What follows belongs to an exercise in optimizing a design on an open flow for small area, a short achievable clock period and few clock cycles; a production flow would make more cautious choices.
RTL that was checked went through simulation tests only; none was proved equivalent to the original.
Power and IR drop assume default switching activity.

Setup of red:
Design hlfc_tx, start of the top module:
module hlfc_tx (
    input  wire        clk,
    input  wire        rst,
    input  wire        cmd_valid,
    output wire        cmd_ready,
    input  wire        cmd_write,
    input  wire [7:0]  cmd_unit,
    input  wire [3:0]  cmd_area,
    input  wire [7:0]  cmd_bank,
    input  wire [15:0] cmd_begin,
    input  wire [15:0] cmd_count,
    output wire        sts_valid,
    output wire [7:0]  sts_code,
    input  wire        wd_valid,
    output wire        wd_ready,
    input  wire [15:0] wd_data,
    output wire        tx_valid,
    input  wire        tx_ready,
    output wire [7:0]  tx_data,
    output wire        tx_last
);
clock: 12.0 ns
lec_check: 0
cap_margin: 20
core_margin: 2
core_utilization: 40
slew_margin: 20
run.sh (not shown) runs the stock make flow with config.mk's settings and CLKGATE_MAP_FILE= SYNTH_SCRIPT=/design/flow/synth_recipe.tcl, a recipe that flattens the netlist after the stock synthesis.
Modified inputs, blue compared to red
==> flow/flow/run.sh (new file) <==
#!/bin/bash
# Own layout flow: the standard ORFS flow (standard.sh), with two changes to how
# the layout is made:
#  - the port buffers that ORFS inserts on every input and output are buf_2 cells
#    instead of the default choice (a slow delay buffer);
#  - repair_timing (floorplan, CTS and global-route stages) works towards a setup
#    slack margin, so it sizes up the gates of paths that are far slower than they
#    need to be.
# The clock period, the SDC, synthesis, floorplan, power grid and tap cells are the
# standard flow's. Every tool's output goes to a log in this folder (and ORFS keeps
# its own per-step logs under orfs/logs).
set -euo pipefail
export BUFFER_PORTS_ARGS="-buffer_cell sky130_fd_sc_hd__buf_2"
export SETUP_SLACK_MARGIN="${OWN_SETUP_MARGIN:-8.4}"
bash standard.sh > standard_flow.log 2>&1
==> flow/standard.sh (new file) <==
#!/bin/bash
# synth_recipe.tcl (not shown) runs the flow's synth.tcl, then flattens the netlist and writes it again
# the make line also repeats each setting of config.mk as NAME=value (left out here)
make -C /OpenROAD-flow-scripts/flow DESIGN_CONFIG=/design/flow/config.mk WORK_HOME=/design/flow/orfs CLKGATE_MAP_FILE= SYNTH_SCRIPT=/design/flow/synth_recipe.tcl "${@:-finish}"
-- flow/config.mk --
<<< red, line 8
>>> blue, line 8
export ABC_AREA = 1
removed: flow/run.sh
--- outcome ---
- In the floorplan summary, blue is listed with a die area greater than that of red.
- Looking at biggest fanout along the worst timing path, blue sits above red.
- Per the comparison of blue with red, worst setup slack shows an increase of 1.09 ns, register fraction of the total cell area shows a reduction of 0.73 points, routed length on met3 shows a reduction of 64 microns, final critical delay including setup and external delays shows a reduction of 1.09 ns.
- From red to blue the numbers moved as follows: number of primary I/O pins did not really move, via count saw an increase.
Input changes introduced in green (baseline for comparison: blue):
==> flow/run.sh (new file) <==
#!/bin/bash
# synth_recipe.tcl (not shown) runs the flow's synth.tcl, then flattens the netlist and writes it again
# the make line also repeats each setting of config.mk as NAME=value (left out here)
make -C /OpenROAD-flow-scripts/flow DESIGN_CONFIG=/design/flow/config.mk WORK_HOME=/design/flow/orfs CLKGATE_MAP_FILE= SYNTH_SCRIPT=/design/flow/synth_recipe.tcl finish
removed: flow/flow/run.sh
removed: flow/standard.sh
==> results.txt <==
The critical path depth number comes out lower for blue vs green.
blue ended up with reg2out as its critical path class; green ended up with in2reg.
Number of top-level design ports: blue vs green identical
Per-cell via count in the routed design: green vs blue, no meaningful difference
Comparing blue and green, the lower global routing met3 resource utilization was measured on blue.
Going from blue to green, the share of total power in sequential cells was found to have gone up by 0.3 points.
In green the clock share of power turned out 1.3 points higher than in blue.
green vs blue: global-route usage up
For green, the standard cell with the maximum stage delay on the critical path was nor2_1, unlike blue, where it was dfxtp_1.
green against blue; via count of the first global-routing pass is up by a few percent.
green: worst slack at placement is 0.74 ns lower than what blue reported.
~same sequential power in blue and green
Lower maximum number of pins on one net before global-route repair was reported by blue, not green.
No run of this note included a check of the RTL's function; only the layout flow was run.

* * *

hlfc_tx, a different RTL version from the one above (not shown whole).
For scale: ~95 I/O pins, about 0.0060 mm^2 of cells after synthesis.
export LEC_CHECK = 0
export CAP_MARGIN = 20
export CORE_MARGIN = 2
export CORE_UTILIZATION = 50
export CTS_BUF_LIST = sky130_fd_sc_hd__clkbuf_8
export SLEW_MARGIN = 20
create_clock -name core_clock -period 12.0 [get_ports {clk}]
standard.sh (not shown) runs the stock make flow with config.mk's settings and CLKGATE_MAP_FILE= SYNTH_SCRIPT=/design/flow/synth_recipe.tcl, a recipe that flattens the netlist after the stock synthesis.
==> flow/flow/run.sh <==
#!/bin/bash
# Own layout flow: the standard ORFS flow (standard.sh), with two changes to how
# the layout is made:
#  - the port buffers that ORFS inserts on every input and output are buf_1 cells
#    instead of the default choice (a slow delay buffer);
#  - repair_timing (floorplan, CTS and global-route stages) works towards a setup
#    slack margin, so it sizes up the gates of paths that are far slower than they
#    need to be.
# The clock period, the SDC, synthesis, floorplan, power grid and tap cells are the
# standard flow's. Every tool's output goes to a log in this folder (and ORFS keeps
# its own per-step logs under orfs/logs).
set -euo pipefail
export BUFFER_PORTS_ARGS="-buffer_cell sky130_fd_sc_hd__buf_1"
export SETUP_SLACK_MARGIN="8.6"
bash standard.sh > standard_flow.log 2>&1
Testbench counts at the start, summed over its fixed seeds: cycles 65,848.
Next try:
--- a/flow/flow/run.sh
+++ b/flow/flow/run.sh
@@ -14 +14 @@
-export SETUP_SLACK_MARGIN="8.6"
+export SETUP_SLACK_MARGIN="${OWN_SETUP_MARGIN:-8.4}"
--- a/flow/config.mk
+++ b/flow/config.mk
@@ -7,0 +8 @@
+export ABC_AREA = 1
=>
- clock power increases by about 12%
- first-iteration DRC count rises by 16%
- global-route usage came out higher by 1.5 points
- area after synthesis falls by about 0.6%
- routed wire length came out higher by about 3.6%
- non-clock buffer count shrinks by 16
- final area decreases by about 1.5%
Next try:
--- a/flow/config.mk
+++ b/flow/config.mk
@@ -8 +7,0 @@
-export ABC_AREA = 1
=> Via count is lower by 6.4%; clock power goes down by 15%; register-to-register slack degrades by 480 ps; total power rises by 11%; die area climbs by 0.59%; cell area goes down by 1.2%; worst setup slack hardly moves; global-route usage is lower by 2.1 points.
Next try:
--- a/flow/config.mk
+++ b/flow/config.mk
@@ -8 +8 @@
-export CAP_MARGIN = 20
+export CAP_MARGIN = 5
@@ -12 +12 @@
-export SLEW_MARGIN = 20
+export SLEW_MARGIN = 5
What happened: Clock power stays flat; count of clock-buffer cells in the layout stays the same; die area stays the same; cell count is unchanged.

* * *

hlfc_tx, a different RTL version from the one above (not shown whole).
Size: ~760 cells after synthesis, ~75 flip-flops, ~6200 sq um of cells after synthesis.
export LEC_CHECK = 0
export CAP_MARGIN = 20
export CORE_MARGIN = 2
export CORE_UTILIZATION = 50
export CTS_BUF_LIST = sky130_fd_sc_hd__clkbuf_8
export SLEW_MARGIN = 20
create_clock -name core_clock -period 12.0 [get_ports {clk}]
==> flow/flow/run.sh <==
#!/bin/bash
# Own layout flow: the standard ORFS flow (standard.sh), with two changes to how
# the layout is made:
#  - the port buffers that ORFS inserts on every input and output are buf_2 cells
#    instead of the default choice (a slow delay buffer);
#  - repair_timing (floorplan, CTS and global-route stages) works towards a setup
#    slack margin, so it sizes up the gates of paths that are far slower than they
#    need to be.
# The clock period, the SDC, synthesis, floorplan, power grid and tap cells are the
# standard flow's. Every tool's output goes to a log in this folder (and ORFS keeps
# its own per-step logs under orfs/logs).
set -euo pipefail
export BUFFER_PORTS_ARGS="-buffer_cell sky130_fd_sc_hd__buf_2"
export SETUP_SLACK_MARGIN="${OWN_SETUP_MARGIN:-8.4}"
bash standard.sh > standard_flow.log 2>&1
==> next run, changes <==
--- a/flow/flow/run.sh
+++ b/flow/flow/run.sh
@@ -2,5 +2,5 @@
 # Own layout flow: the standard ORFS flow (standard.sh), with two changes to how
 # the layout is made:
-#  - the port buffers that ORFS inserts on every input and output are buf_2 cells
+#  - the port buffers that ORFS inserts on every input and output are buf_1 cells
 #    instead of the default choice (a slow delay buffer);
 #  - repair_timing (floorplan, CTS and global-route stages) works towards a setup
@@ -11,5 +11,5 @@
 # its own per-step logs under orfs/logs).
 set -euo pipefail
-export BUFFER_PORTS_ARGS="-buffer_cell sky130_fd_sc_hd__buf_2"
+export BUFFER_PORTS_ARGS="-buffer_cell sky130_fd_sc_hd__buf_1"
 export SETUP_SLACK_MARGIN="${OWN_SETUP_MARGIN:-8.4}"
 bash standard.sh > standard_flow.log 2>&1
Synthesized cell count stays the same.
Count of clock-buffer cells in the layout is unchanged.
Area after synthesis stays the same.
Core utilization came out lower by 1.4 points.
Die area stays the same.
Function was not checked in any run of this note: the RTL went through the layout flow alone.

* * *

Setup of JK:
Another version of the RTL of hlfc_tx (not shown whole).
Size in the first run: ~75 flip-flops, roughly 95 I/O pins.
## hlfc_tx
module hlfc_tx (
    input  wire        clk,
    input  wire        rst,
    input  wire        cmd_valid,
    output wire        cmd_ready,
    input  wire        cmd_write,
    input  wire [7:0]  cmd_unit,
    input  wire [3:0]  cmd_area,
    input  wire [7:0]  cmd_bank,
    input  wire [15:0] cmd_begin,
    input  wire [15:0] cmd_count,
    output wire        sts_valid,
    output wire [7:0]  sts_code,
    input  wire        wd_valid,
    output wire        wd_ready,
    input  wire [15:0] wd_data,
    output wire        tx_valid,
    input  wire        tx_ready,
    output wire [7:0]  tx_data,
    output wire        tx_last
);
clock: 12.0 ns
lec_check: 0
cap_margin: 20
core_margin: 2
core_utilization: 50
cts_buf_list: sky130_fd_sc_hd__clkbuf_8
slew_margin: 20
==> flow/flow/run.sh <==
#!/bin/bash
# Own layout flow: the standard ORFS flow (standard.sh), with one change to how
# the layout is made: the port buffers that ORFS inserts on every input and output
# are buf_1 cells instead of the default choice (a slow delay buffer). The clock
# period, the SDC, synthesis, floorplan, power grid and tap cells are the standard
# flow's. Every tool's output goes to a log in this folder (and ORFS keeps its own
# per-step logs under orfs/logs).
set -euo pipefail
export BUFFER_PORTS_ARGS="-buffer_cell sky130_fd_sc_hd__buf_1"
bash standard.sh > standard_flow.log 2>&1
Testbench counts of JK, summed over its fixed seeds: cycles 65,848.
Input-level comparison between TR and JK:
==> flow/flow/run.sh <==
#!/bin/bash
# Own layout flow: the standard ORFS flow (standard.sh), with two changes to how
# the layout is made:
#  - the port buffers that ORFS inserts on every input and output are buf_1 cells
#    instead of the default choice (a slow delay buffer);
#  - repair_timing (floorplan, CTS and global-route stages) works towards a setup
#    slack margin, so it sizes up the gates of paths that are far slower than they
#    need to be.
# The clock period, the SDC, synthesis, floorplan, power grid and tap cells are the
# standard flow's. Every tool's output goes to a log in this folder (and ORFS keeps
# its own per-step logs under orfs/logs).
set -euo pipefail
export BUFFER_PORTS_ARGS="-buffer_cell sky130_fd_sc_hd__buf_1"
export SETUP_SLACK_MARGIN="${OWN_SETUP_MARGIN:-8.4}"
bash standard.sh > standard_flow.log 2>&1
--- outcome ---
Between JK and TR, the layout overhead on the synthesized area is higher for TR. Critical path depth: TR vs JK up 3. Compared with JK, final-layout fill cell count in TR decreased by a few percent. Worst relative slew slack was lower in the run labelled JK.

## port drivers added, routing unchanged
No port has a modelled driver above. Below, the same layouts with a new extraction and two added sets of constraints. Step 1 (the two cells are an assumption about what drives the block):
set clk [get_ports {clk}]
set_driving_cell -lib_cell sky130_fd_sc_hd__clkbuf_16 $clk
set_driving_cell -lib_cell sky130_fd_sc_hd__buf_2 [delete_from_list [all_inputs] $clk]
Step 2 also shifts input and output timing later by t, the mid clock arrival at the registers, as if the neighbouring blocks saw the same clock. a / b / c = no drivers / after step 1 / after step 2; a / b = the first two.
| run | t, ns | setup slack, ns | hold WS [ns] | worst register clock-pin slew, ns | worst data-port slew with drivers (ns) |
|---|---|---|---|---|---|
| red | 0.385 | 7.341 / 7.353 / 6.969 | 0.458 / 0.458 / 0.458 | 0.07 / 0.07 | 0.04 |
| blue | 0.391 | 8.434 / 8.392 / 8.061 | 0.490 / 0.490 / 0.490 | 0.07 / 0.07 | 0.03 |
| green | 0.390 | 7.289 / 7.303 / 6.913 | 0.491 / 0.491 / 0.491 | 0.07 / 0.07 | 0.04 |
| the first run of note 2 | 0.412 | 8.568 / 8.532 / 8.265 | 0.494 / 0.494 / 0.494 | 0.09 / 0.09 | 0.04 |
| the second run of note 2 | 0.415 | 8.514 / 8.477 / 8.191 | 0.482 / 0.482 / 0.482 | 0.09 / 0.09 | 0.04 |
| the third run of note 2 | 0.408 | 8.514 / 8.493 / 8.122 | 0.499 / 0.499 / 0.499 | 0.09 / 0.09 | 0.04 |
| the fourth run of note 2 | 0.408 | 8.514 / 8.493 / 8.122 | 0.499 / 0.499 / 0.499 | 0.09 / 0.09 | 0.04 |
| the first run of note 3 | 0.411 | 7.889 / 7.895 / 7.483 | 0.532 / 0.532 / 0.532 | 0.09 / 0.09 | 0.04 |
| the second run of note 3 | 0.414 | 7.937 / 7.954 / 7.540 | 0.522 / 0.522 / 0.522 | 0.10 / 0.10 | 0.04 |
| JK | 0.410 | 7.813 / 7.827 / 7.416 | 0.529 / 0.529 / 0.529 | 0.09 / 0.09 | 0.04 |
| TR | 0.405 | 8.428 / 8.423 / 8.018 | 0.548 / 0.548 / 0.548 | 0.08 / 0.08 | 0.04 |
After both steps setup and hold are still met in every run listed. For TR, which loses most, drivers alone change the setup slack by -0.005 ns; drivers and shift together by -0.410 ns.
